What follows belongs to an exercise in optimizing a design on an open flow for small area; a production flow would make more cautious choices.
The RTL was checked by simulation tests, not by an equivalence proof against the original design.
Power is estimated from default activity; no workload was simulated.

==> flow/design.v (excerpt) <==
module crtc6845 (
    input             clk,
    input             rst,
    input             ce,
    input             bus_en,
    input             bus_rs,
    input             bus_rw,
    input      [7:0]  bus_din,
    input             lpstb,
    output     [7:0]  dout,
    output            de,
    output            hsync,
    output            vsync,
    output            cursor,
    output     [13:0] ma,
    output     [4:0]  ra,
    output            frame_start,
    output            geom_evt,
    output            geom_valid,
    output            upd_valid,
    output     [13:0] upd_addr,
    output            upd_strobe
);
    localparam [2:0] UPD_DELAY = 3'd4;
    function [15:0] add;
        input [15:0] a, b;
        input        ci;
        integer i;
        reg     c;
        begin
            c = ci;
            for (i = 0; i < 16; i = i + 1) begin
                add[i] = a[i] ^ b[i] ^ c;
                c      = (a[i] & b[i]) | (c & (a[i] ^ b[i]));
            end
        end
    endfunction
    function lt;
        input [15:0] a, b;
        integer i;
        reg     l;
        begin
            l = 1'b0;
            for (i = 0; i < 16; i = i + 1)
                l = (~a[i] & b[i]) | (~(a[i] ^ b[i]) & l);
            lt = l;
        end
    endfunction
    reg [7:0]  r_htotal, r_hdisp, r_hsync_pos, r_sync_width;
    reg        r_mode3, r_mode6, r_mode7;
    reg [6:0]  r_vtotal, r_vdisp, r_vsync_pos, r_cur_start;
    reg [4:0]  r_vtotal_adj, r_max_ras, r_cur_end;
    reg [13:0] r_disp_start, r_cursor_addr, r_lpen_addr, r_update_addr;
    reg [5:0]  al;
    reg [7:0]  cc;
    reg [4:0]  ra_q;
    reg [6:0]  lc;
    reg [4:0]  adj_ctr;
    reg        adj_active;
    reg [3:0]  vsw_ctr;
    reg        vs_q;
    reg        line_enable;
    reg [4:0]  blink_ctr;
    reg        cursor_state;
    reg [13:0] line_addr;
    reg        lpen_latched;
    reg        update_ready;
    reg [7:0]  deoff_rem, curon_rem, hson_rem;
  ...
Size: ~1,900 cells after synthesis, roughly 260 flip-flops, roughly 65 I/O pins, roughly 14,000 um^2 of cells after synthesis.
clock: 15.0 ns
lec_check: 0
abc_area: 1
cap_margin: 20
core_margin: 2
core_utilization: 40
cts_buf_list: sky130_fd_sc_hd__clkbuf_8
cts_cluster_diameter: 60
cts_cluster_size: 12
gpl_timing_driven: 0
place_density: 0.6
slew_margin: 20
standard.sh (not shown) runs the stock make flow with config.mk's settings and CLKGATE_MAP_FILE= SYNTH_SCRIPT=/design/flow/synth_recipe.tcl, a recipe that flattens the netlist after the stock synthesis.
==> flow/flow/run.sh <==
#!/bin/bash
# Own layout flow: the standard flow (standard.sh, ORFS scripts and
# settings) with three changes that only affect how the netlist is mapped:
#  - ABC maps the logic with an area-oriented script (&deepsyn, then dch +
#    amap twice)
#    in place of ORFS's abc_area.script;
#  - no ADDER_MAP_FILE, so the ripple arithmetic of the RTL is left to ABC
#    instead of being extracted into fa/ha cells first;
#  - ports are buffered with sky130_fd_sc_hd__buf_1 (still one buffer per port).
# Each tool's output goes to the ORFS logs under orfs/logs; the make output
# goes to standard_flow.log in this folder.
set -euo pipefail
here=$(pwd)
mkdir -p "$here/scripts_mod"
cp -r "$FLOW_HOME/scripts/." "$here/scripts_mod/"
cp "$here/flow/abc_area.script" "$here/scripts_mod/abc_area.script"
bash "$here/standard.sh" SCRIPTS_DIR="$here/scripts_mod" ADDER_MAP_FILE= \
    "BUFFER_PORTS_ARGS=-buffer_cell sky130_fd_sc_hd__buf_1" finish > "$here/standard_flow.log" 2>&1
==> flow/flow/abc_area.script <==
strash
&get -n
&deepsyn -J 50 -T 300
&put
dch -f
amap
strash
dch -f
amap
topo
Then changed:
--- a/flow/flow/run.sh
+++ b/flow/flow/run.sh
@@ -2,6 +2,5 @@
 # Own layout flow: the standard flow (standard.sh, ORFS scripts and
 # settings) with three changes that only affect how the netlist is mapped:
-#  - ABC maps the logic with an area-oriented script (&deepsyn, then dch +
-#    amap twice)
+#  - ABC maps the logic with an area-oriented script (dch + amap, twice)
 #    in place of ORFS's abc_area.script;
 #  - no ADDER_MAP_FILE, so the ripple arithmetic of the RTL is left to ABC
==> flow/flow/abc_area.script (replaced) <==
strash
dch -f
amap
strash
dch -f
amap
topo
--- a/flow/config.mk
+++ b/flow/config.mk
@@ -10,7 +10,7 @@
 export CORE_MARGIN = 2
 export CORE_UTILIZATION = 40
-export CTS_BUF_LIST = sky130_fd_sc_hd__clkbuf_8
-export CTS_CLUSTER_DIAMETER = 60
-export CTS_CLUSTER_SIZE = 12
+export CTS_BUF_LIST = sky130_fd_sc_hd__clkbuf_16
+export CTS_CLUSTER_DIAMETER = 100
+export CTS_CLUSTER_SIZE = 20
 export GPL_TIMING_DRIVEN = 0
 export PLACE_DENSITY = 0.6
Fmax fell by about 4.5%. Utilization shrinks by 0.10 points. Power goes down by 18%. Cell area goes up by 5.8%. Clock skew grows by 0.0091 ns. Worst setup slack gets worse by 0.50 ns. Critical path depth rises by 8.
Then changed:
==> flow/flow/run.sh (replaced) <==
#!/bin/bash
# Own layout flow: the standard flow (standard.sh, ORFS scripts and
# settings) with these changes to how the layout is made:
#  - ABC maps the logic with an area-oriented script (&deepsyn, then dch +
#    amap twice) in place of ORFS's abc_area.script;
#  - no ADDER_MAP_FILE, so the ripple arithmetic of the RTL is left to ABC
#    instead of being extracted into fa/ha cells first;
#  - ports are buffered with sky130_fd_sc_hd__buf_1 (still one buffer per port);
#  - the clock tree uses clusters of 25 sinks under clkbuf_16 leaf buffers, a
#    clkbuf_4 root and no dummy loads.
# Each tool's output goes to its own log under orfs/logs; the make output
# goes to standard_flow.log in this folder.
set -euo pipefail
here=$(pwd)
mkdir -p "$here/scripts_mod"
cp -r "$FLOW_HOME/scripts/." "$here/scripts_mod/"
cp "$here/flow/abc_area.script" "$here/scripts_mod/abc_area.script"
cts="-sink_clustering_enable -repair_clock_nets -sink_clustering_size 25"
cts="$cts -sink_clustering_max_diameter 100 -buf_list sky130_fd_sc_hd__clkbuf_16"
cts="$cts -root_buf sky130_fd_sc_hd__clkbuf_4 -dont_use_dummy_load"
bash "$here/standard.sh" SCRIPTS_DIR="$here/scripts_mod" ADDER_MAP_FILE= \
    "BUFFER_PORTS_ARGS=-buffer_cell sky130_fd_sc_hd__buf_1" "CTS_ARGS=$cts" \
    finish > "$here/standard_flow.log" 2>&1
==> flow/flow/abc_area.script (replaced) <==
strash
&get -n
&deepsyn -J 50 -T 300
&put
dch -f
amap
strash
dch -f
amap
topo
--- a/flow/config.mk
+++ b/flow/config.mk
@@ -12,5 +12,5 @@
 export CTS_BUF_LIST = sky130_fd_sc_hd__clkbuf_16
 export CTS_CLUSTER_DIAMETER = 100
-export CTS_CLUSTER_SIZE = 20
+export CTS_CLUSTER_SIZE = 25
 export GPL_TIMING_DRIVEN = 0
 export PLACE_DENSITY = 0.6
- setup slack gets better by 0.36 ns
- routed wire length falls by 0.86%
- power rises by 16%
Then changed:
--- a/flow/flow/run.sh
+++ b/flow/flow/run.sh
@@ -7,5 +7,5 @@
 #    instead of being extracted into fa/ha cells first;
 #  - ports are buffered with sky130_fd_sc_hd__buf_1 (still one buffer per port);
-#  - the clock tree uses clusters of 25 sinks under clkbuf_16 leaf buffers, a
+#  - the clock tree uses clusters of 12 sinks under clkbuf_8 leaf buffers, a
 #    clkbuf_4 root and no dummy loads.
 # Each tool's output goes to its own log under orfs/logs; the make output
@@ -16,6 +16,6 @@
 cp -r "$FLOW_HOME/scripts/." "$here/scripts_mod/"
 cp "$here/flow/abc_area.script" "$here/scripts_mod/abc_area.script"
-cts="-sink_clustering_enable -repair_clock_nets -sink_clustering_size 25"
-cts="$cts -sink_clustering_max_diameter 100 -buf_list sky130_fd_sc_hd__clkbuf_16"
+cts="-sink_clustering_enable -repair_clock_nets -sink_clustering_size 12"
+cts="$cts -sink_clustering_max_diameter 60 -buf_list sky130_fd_sc_hd__clkbuf_8"
 cts="$cts -root_buf sky130_fd_sc_hd__clkbuf_4 -dont_use_dummy_load"
 bash "$here/standard.sh" SCRIPTS_DIR="$here/scripts_mod" ADDER_MAP_FILE= \
--- a/flow/config.mk
+++ b/flow/config.mk
@@ -10,7 +10,7 @@
 export CORE_MARGIN = 2
 export CORE_UTILIZATION = 40
-export CTS_BUF_LIST = sky130_fd_sc_hd__clkbuf_16
-export CTS_CLUSTER_DIAMETER = 100
-export CTS_CLUSTER_SIZE = 25
+export CTS_BUF_LIST = sky130_fd_sc_hd__clkbuf_8
+export CTS_CLUSTER_DIAMETER = 60
+export CTS_CLUSTER_SIZE = 12
 export GPL_TIMING_DRIVEN = 0
 export PLACE_DENSITY = 0.6
Outcome: Non-clock buffer count does not change. First-iteration DRC count is lower by 7.2%. Combinational power hardly moves. Maximum frequency went up by 0.91%. Worst setup slack improved by 0.098 ns. Power goes up by 1.2%. Global-route usage goes up by 0.28 points. Wire length goes up by 1.1%. Count of clock-buffer cells in the layout rose by 13. Die area stays the same. Final area barely changes.
Then changed:
==> flow/flow/run.sh (replaced) <==
#!/bin/bash
# Own layout flow: the standard flow (standard.sh, ORFS scripts and
# settings) with three changes that only affect how the netlist is mapped:
#  - ABC maps the logic with an area-oriented script (&deepsyn, then dch +
#    amap twice)
#    in place of ORFS's abc_area.script;
#  - no ADDER_MAP_FILE, so the ripple arithmetic of the RTL is left to ABC
#    instead of being extracted into fa/ha cells first;
#  - ports are buffered with sky130_fd_sc_hd__buf_1 (still one buffer per port).
# Each tool's output goes to the ORFS logs under orfs/logs; the make output
# goes to standard_flow.log in this folder.
set -euo pipefail
here=$(pwd)
mkdir -p "$here/scripts_mod"
cp -r "$FLOW_HOME/scripts/." "$here/scripts_mod/"
cp "$here/flow/abc_area.script" "$here/scripts_mod/abc_area.script"
bash "$here/standard.sh" SCRIPTS_DIR="$here/scripts_mod" ADDER_MAP_FILE= \
    "BUFFER_PORTS_ARGS=-buffer_cell sky130_fd_sc_hd__buf_1" finish > "$here/standard_flow.log" 2>&1
--- a/flow/config.mk
+++ b/flow/config.mk
@@ -10,7 +10,7 @@
 export CORE_MARGIN = 2
 export CORE_UTILIZATION = 40
-export CTS_BUF_LIST = sky130_fd_sc_hd__clkbuf_8
-export CTS_CLUSTER_DIAMETER = 60
-export CTS_CLUSTER_SIZE = 12
+export CTS_BUF_LIST = sky130_fd_sc_hd__clkbuf_16
+export CTS_CLUSTER_DIAMETER = 100
+export CTS_CLUSTER_SIZE = 20
 export GPL_TIMING_DRIVEN = 0
 export PLACE_DENSITY = 0.6
Utilization increases by 0.30 points.
Sequential share of layout area decreases by 0.24 points.
Register-to-register slack is better by 0.08 ns.
Setup slack is better by 0.080 ns.
Clock power increases by 16%.
Count of clock-buffer cells in the layout decreases by 11.

-- static timing again, ports no longer ideal --
The flow's constraints put no driver on any port. The routed layouts listed below were extracted and timed again, unchanged, in two steps. Step 1 assumes that a clkbuf_16 drives the clock port and a buf_2 every other input. Step 2 moves the port delays by t, midway between the first and last clock arrival at a register: inputs arrive t later, outputs are due t later. That takes back most of the time a late clock gives input paths. Three values: ideal ports, drivers, drivers and shift; two values: the first two.
| run | shift t [ns] | setup slack, ns | hold WS [ns] | worst setup path after step 2 |
|---|---|---|---|---|
| the first run | 0.637 | 4.334 / 4.334 / 4.334 | 0.460 / 0.460 / 0.460 | register to register |
| the second run | 0.554 | 3.830 / 3.777 / 4.332 | 0.459 / 0.459 / 0.459 | register to output |
| the third run | 0.731 | 4.189 / 4.189 / 4.189 | 0.462 / 0.462 / 0.462 | register to register |
| the fourth run | 0.782 | 4.287 / 4.287 / 4.287 | 0.459 / 0.459 / 0.459 | register to register |
| the fifth run | 0.556 | 4.367 / 4.367 / 4.367 | 0.461 / 0.461 / 0.461 | register to register |
After both steps setup and hold are still met in every run listed.
